From an optimization exercise on the open Yosys and OpenROAD flow, aimed at small area, a short achievable clock period and few clock cycles per item; shortcuts taken in it are not production practice. The RTL was checked by simulation tests, not by an equivalence proof against the original design. Power figures rest on the tool's default switching activity, not on a simulated workload.

== v17 ==
## vcsk_core
module vcsk_core (
    input  wire        clk,
    input  wire        rst,
    input  wire        cmd_valid,
    output wire        cmd_ready,
    input  wire [31:0] cmd_data,
    output reg         rsp_valid,
    output reg  [31:0] rsp_data,
    output reg         rsp_err
);
Size in the first run: about 6000 cells after synthesis, roughly 1400 flip-flops.
==> flow/config.mk <==
export PLATFORM = sky130hd
export DESIGN_NAME = vcsk_core
export DESIGN_NICKNAME = vcsk_core
export VERILOG_FILES = /design/flow/design.v
export SDC_FILE = /design/flow/constraint.sdc
export NUM_CORES = 4
export LEC_CHECK = 0
export CAP_MARGIN = 5
export CORE_MARGIN = 2
export CORE_UTILIZATION = 50
export CTS_BUF_LIST = sky130_fd_sc_hd__clkbuf_16
export CTS_CLUSTER_DIAMETER = 80
export CTS_CLUSTER_SIZE = 28
export SLEW_MARGIN = 5
==> flow/constraint.sdc <==
create_clock -name core_clock -period 44.0 [get_ports {clk}]
set_input_delay 8.8000 -clock core_clock [delete_from_list [all_inputs] [get_ports {clk}]]
set_output_delay 8.8000 -clock core_clock [all_outputs]
set_load 0.01 [all_outputs]
standard.sh (not shown) runs the stock make flow with config.mk's settings and CLKGATE_MAP_FILE= SYNTH_SCRIPT=/design/flow/synth_recipe.tcl, a recipe that flattens the netlist after the stock synthesis.
==> flow/flow/run.sh <==
#!/bin/bash
# The standard layout, with two changes to how it is made:
# - the port buffers that buffer_ports inserts are sky130_fd_sc_hd__buf_2;
# - clock tree synthesis inserts no dummy loads.
set -euo pipefail
export BUFFER_PORTS_ARGS="-buffer_cell sky130_fd_sc_hd__buf_2"
export CTS_ARGS="-sink_clustering_enable -repair_clock_nets -sink_clustering_size 28 -sink_clustering_max_diameter 80 -buf_list sky130_fd_sc_hd__clkbuf_16 -dont_use_dummy_load"
bash standard.sh finish > standard.log 2>&1
The final layout from v17, which completed every stage, passed the timing, DRC and antenna checks at the end of the flow.
Testbench counts of v17, summed over its fixed seeds: cycles 12,288, items 12,256.
Here is what was changed in the inputs of v15 compared with v17.
==> flow/flow/run.sh <==
#!/bin/bash
# The standard layout, with two changes to how it is made:
# - the port buffers that buffer_ports inserts are sky130_fd_sc_hd__buf_2;
# - clock tree synthesis inserts no dummy loads.
set -euo pipefail
export BUFFER_PORTS_ARGS="-buffer_cell sky130_fd_sc_hd__buf_2"
export CTS_ARGS="-sink_clustering_enable -repair_clock_nets -sink_clustering_size 24 -sink_clustering_max_diameter 80 -buf_list sky130_fd_sc_hd__clkbuf_16 -dont_use_dummy_load"
bash standard.sh finish > standard.log 2>&1
diff --git a/flow/config.mk b/flow/config.mk
--- a/flow/config.mk
+++ b/flow/config.mk
@@ -12,3 +12,4 @@
 export CTS_CLUSTER_DIAMETER = 80
-export CTS_CLUSTER_SIZE = 28
+export CTS_CLUSTER_SIZE = 24
+export GPL_TIMING_DRIVEN = 0
 export SLEW_MARGIN = 5
### Flow results
Re routability congestion estimate: v17 was lower than v15. On relative area of clock buffers and inverters in the final design, v17 and v15 are basically level. The largest net degree at the start of global routing in v15 was lower than what v17 gave. Maximum vdd ir drop was higher in the run labelled v17. Comparing sequential share of layout area for v17 and v15, the bigger number came from v17. v17 → v15: utilization after layout higher; clock-buffer cell count rose 1; total wire length after detailed routing increased by 15000 um relative to the old numbers.
#### Input delta (v37 over v15)
==> flow/flow/run.sh <==
#!/bin/bash
# The standard layout, with the port buffers that buffer_ports inserts made
# sky130_fd_sc_hd__buf_2 cells instead of its default choice.
set -euo pipefail
export BUFFER_PORTS_ARGS="-buffer_cell sky130_fd_sc_hd__buf_2"
bash standard.sh finish > standard.log 2>&1
==> flow/config.mk <==
export PLATFORM = sky130hd
export DESIGN_NAME = vcsk_core
export DESIGN_NICKNAME = vcsk_core
export VERILOG_FILES = /design/flow/design.v
export SDC_FILE = /design/flow/constraint.sdc
export NUM_CORES = 4
export LEC_CHECK = 0
export CAP_MARGIN = 20
export CORE_MARGIN = 2
export CORE_UTILIZATION = 50
export CTS_BUF_LIST = sky130_fd_sc_hd__clkbuf_8 sky130_fd_sc_hd__clkbuf_16
export CTS_CLUSTER_DIAMETER = 60
export CTS_CLUSTER_SIZE = 20
export SLEW_MARGIN = 20
### Flow results
- Summary of v37 over v15: wire length went down 6.6%, worst hold slack after final layout held, fraction of area in registers went down 0.93 points.
- Total power draw in v37 vs v15: up about 17%
- Reported for v37 and v15, depth of the critical timing path with buffers and inverters included turned out identical to the last digit.

---

Setup of build 98:
Starting RTL as in the previous note.
// vcsk_core
module vcsk_core (
    input  wire        clk,
    input  wire        rst,
    input  wire        cmd_valid,
    output wire        cmd_ready,
    input  wire [31:0] cmd_data,
    output reg         rsp_valid,
    output reg  [31:0] rsp_data,
    output reg         rsp_err
);
    localparam NCH = 32;
    assign cmd_ready = 1'b1;
    reg        v1;
    reg [31:0] c1;
    reg        rst_q;
    always @(posedge clk) begin
        v1    <= cmd_valid & ~rst;
        c1    <= cmd_data;
        rst_q <= rst;
    end
    wire [1:0]  op      = c1[31:30];
    wire [4:0]  ch      = c1[29:25];
    wire        low_z   = (c1[24:0] == 25'd0);
    wire        is_smp  = (op == 2'b00) && (c1[29:25] == 5'd0) && low_z;
    wire        is_cfg  = (op == 2'b01);
    wire        refused = ((op == 2'b00) && !is_smp) || (op[1] && !low_z);
    wire do_tick = v1 && is_smp;
    wire do_cfg  = v1 && is_cfg;
    wire [4:0]  b_div   = rst_q ? 5'd0  : c1[24:20];
    wire [4:0]  b_div_n = rst_q ? 5'd0  : ~c1[24:20];
    wire [3:0]  b_mode  = rst_q ? 4'd0  : c1[19:16];
    wire [15:0] b_vol   = rst_q ? 16'd0 : c1[15:0];
    reg       v2, s2_smp, s2_rdcfg, s2_rdaud, s2_err;
    reg [4:0] s2_ch;
    always @(posedge clk) begin
        v2       <= v1 & ~rst;
        s2_smp   <= v1 & is_smp;
  ...
export LEC_CHECK = 0
export CAP_MARGIN = 5
export CORE_MARGIN = 2
export CORE_UTILIZATION = 50
export CTS_BUF_LIST = sky130_fd_sc_hd__clkbuf_16
export CTS_CLUSTER_DIAMETER = 80
export CTS_CLUSTER_SIZE = 24
export SLEW_MARGIN = 5
create_clock -name core_clock -period 44.0 [get_ports {clk}]
==> flow/flow/run.sh <==
#!/bin/bash
# The standard layout, with two changes to how it is made:
# - the port buffers that buffer_ports inserts are sky130_fd_sc_hd__buf_2;
# - clock tree synthesis inserts no dummy loads.
set -euo pipefail
export BUFFER_PORTS_ARGS="-buffer_cell sky130_fd_sc_hd__buf_2"
export CTS_ARGS="-sink_clustering_enable -repair_clock_nets -sink_clustering_size 24 -sink_clustering_max_diameter 80 -buf_list sky130_fd_sc_hd__clkbuf_16 -dont_use_dummy_load"
bash standard.sh finish > standard.log 2>&1
Build 98: no failed stages, no open violations at the end
Testbench counts of build 98, summed over its fixed seeds: cycles 12,288, items 12,256.
Input-level comparison between build 89 and build 98:
Settings: a change of SLEW_MARGIN from 5 to 20; a change of CAP_MARGIN from 5 to 20.
Findings:
Build 89: no failed stages, no open violations at the end. Any difference in core occupancy in the finished layout between build 98 and build 89 is small enough to ignore. Per the comparison of build 89 with build 98, non-clock buffer count rose by 2.6%; count of placed standard cells including taps stayed essentially flat; routed wire length stayed essentially flat; final design instance area without fill stayed essentially flat; transition time of the tightest slew-check pin fell by 0.041 ns. Build 89: post-synthesis to final-layout area growth higher than build 98. Against build 98 as the reference, build 89 delivers a higher count of clock-buffer cells in the layout. As far as global-route wire length before repair is concerned, build 98 and build 89 perform about the same. On minimum setup slack after placement, build 89 tracks build 98 almost exactly. The worst setup slack of build 89 is lower than that of build 98.
Input-level comparison between build 57 and build 89:
Settings: changing CAP_MARGIN from 20 to 5; changing SLEW_MARGIN from 20 to 5.
==> flow/flow/run.sh <==
#!/bin/bash
# The standard layout, with the port buffers that buffer_ports inserts made
# sky130_fd_sc_hd__buf_2 cells instead of its default choice.
set -euo pipefail
export BUFFER_PORTS_ARGS="-buffer_cell sky130_fd_sc_hd__buf_2"
bash standard.sh finish > standard.log 2>&1
Results
- Measured against each other, build 89 and build 57 differ in design area, the higher figure coming from build 57.
- Register-to-register slack: build 57 vs build 89, no meaningful difference
- Multi-input logic area of build 89 is on par with build 57.
- Non-clock buffer instance count of the final layout down about 2.5% in build 57 wrt build 89
- Re count of flip-flops and latches: no difference whatsoever between build 89 and build 57.
- Between build 89 and build 57, the difference in final worst-path cycle share is negligible.
- Looking at total power, build 57 sits 120 uW above build 89.
- Reported max-cap violation count delta (build 57 -> build 89): insignificant
Inputs modified between build 57 and build 48:
Settings: swapping 5 for 20 in CAP_MARGIN; swapping 5 for 20 in SLEW_MARGIN; swapping 50 for 40 in CORE_UTILIZATION.
--- outcome ---
Build 48 | status: complete | timing, DRC, antenna: pass
Taking build 57 over build 48, the non-clock buffer count ratio works out to 0.939.
Delta (build 48 minus build 57): post-synthesis sequential area ratio saw little to no change, total power saw an increase, final net count saw little to no change, switching power share of the total saw an increase.
Changes observed in build 48 relative to build 57: wire length on met3 went down, later-pin clock latency in the skew report went up, minimum clock period after layout went up, share of final-layout standard cells stronger than drive strength 1 went up.
On maximum clock frequency, build 48 tracks build 57 almost exactly.
Going from build 57 to build 48, the number of clock buffers inserted by TritonCTS was found to have gone up by about 6%.
[inputs] build 67 vs build 48
Settings: CORE_UTILIZATION changed from 40 to 50.
### Flow results
- Against build 48 as the reference, build 67 delivers a lower clock period minus final worst setup slack.
- Launching element of the worst setup path: rsp_data[7] -> build 67, rsp_data[11] -> build 48
- Part of the total power dissipated in combinational logic | build 67 above build 48
- Reported leakage power ended up about 0.5% lower on build 67 than on build 48.
- Count of non-CTS inverters in the layout: build 48 vs build 67 identical
- Compare build 48 and build 67 | sequential share of cell area lower: build 48

## port drivers added, routing unchanged
No port has a modelled driver above. Below, the same layouts with a new extraction and two added sets of constraints. Step 1 (the two cells are an assumption about what drives the block):
set clk [get_ports {clk}]
set_driving_cell -lib_cell sky130_fd_sc_hd__clkbuf_16 $clk
set_driving_cell -lib_cell sky130_fd_sc_hd__buf_2 [delete_from_list [all_inputs] $clk]
Step 2 moves the port delays by t, midway between the first and last clock arrival at a register: inputs arrive t later, outputs are due t later. That takes back most of the time a late clock gives input paths. a / b / c = ideal / step 1 / step 2; a / b = the first two.
| run | shift t [ns] | slack for setup (ns) | clock arrival spread, ns |
|---|---|---|---|
| v17 | 0.789 | 33.980 / 33.893 / 34.683 | 0.105 / 0.105 |
| v15 | 0.786 | 33.990 / 33.910 / 34.648 | 0.075 / 0.075 |
| v37 | 0.867 | 33.909 / 33.827 / 34.642 | 0.046 / 0.045 |
| build 98 | 0.784 | 34.010 / 33.926 / 34.704 | 0.075 / 0.074 |
| build 89 | 0.782 | 34.001 / 33.916 / 34.692 | 0.082 / 0.082 |
| build 57 | 0.802 | 34.006 / 33.921 / 34.705 | 0.052 / 0.052 |
| build 48 | 0.837 | 33.978 / 33.890 / 34.727 | 0.059 / 0.060 |
| build 67 | 0.802 | 34.002 / 33.919 / 34.655 | 0.044 / 0.045 |
After both steps setup and hold are still met in every run listed.
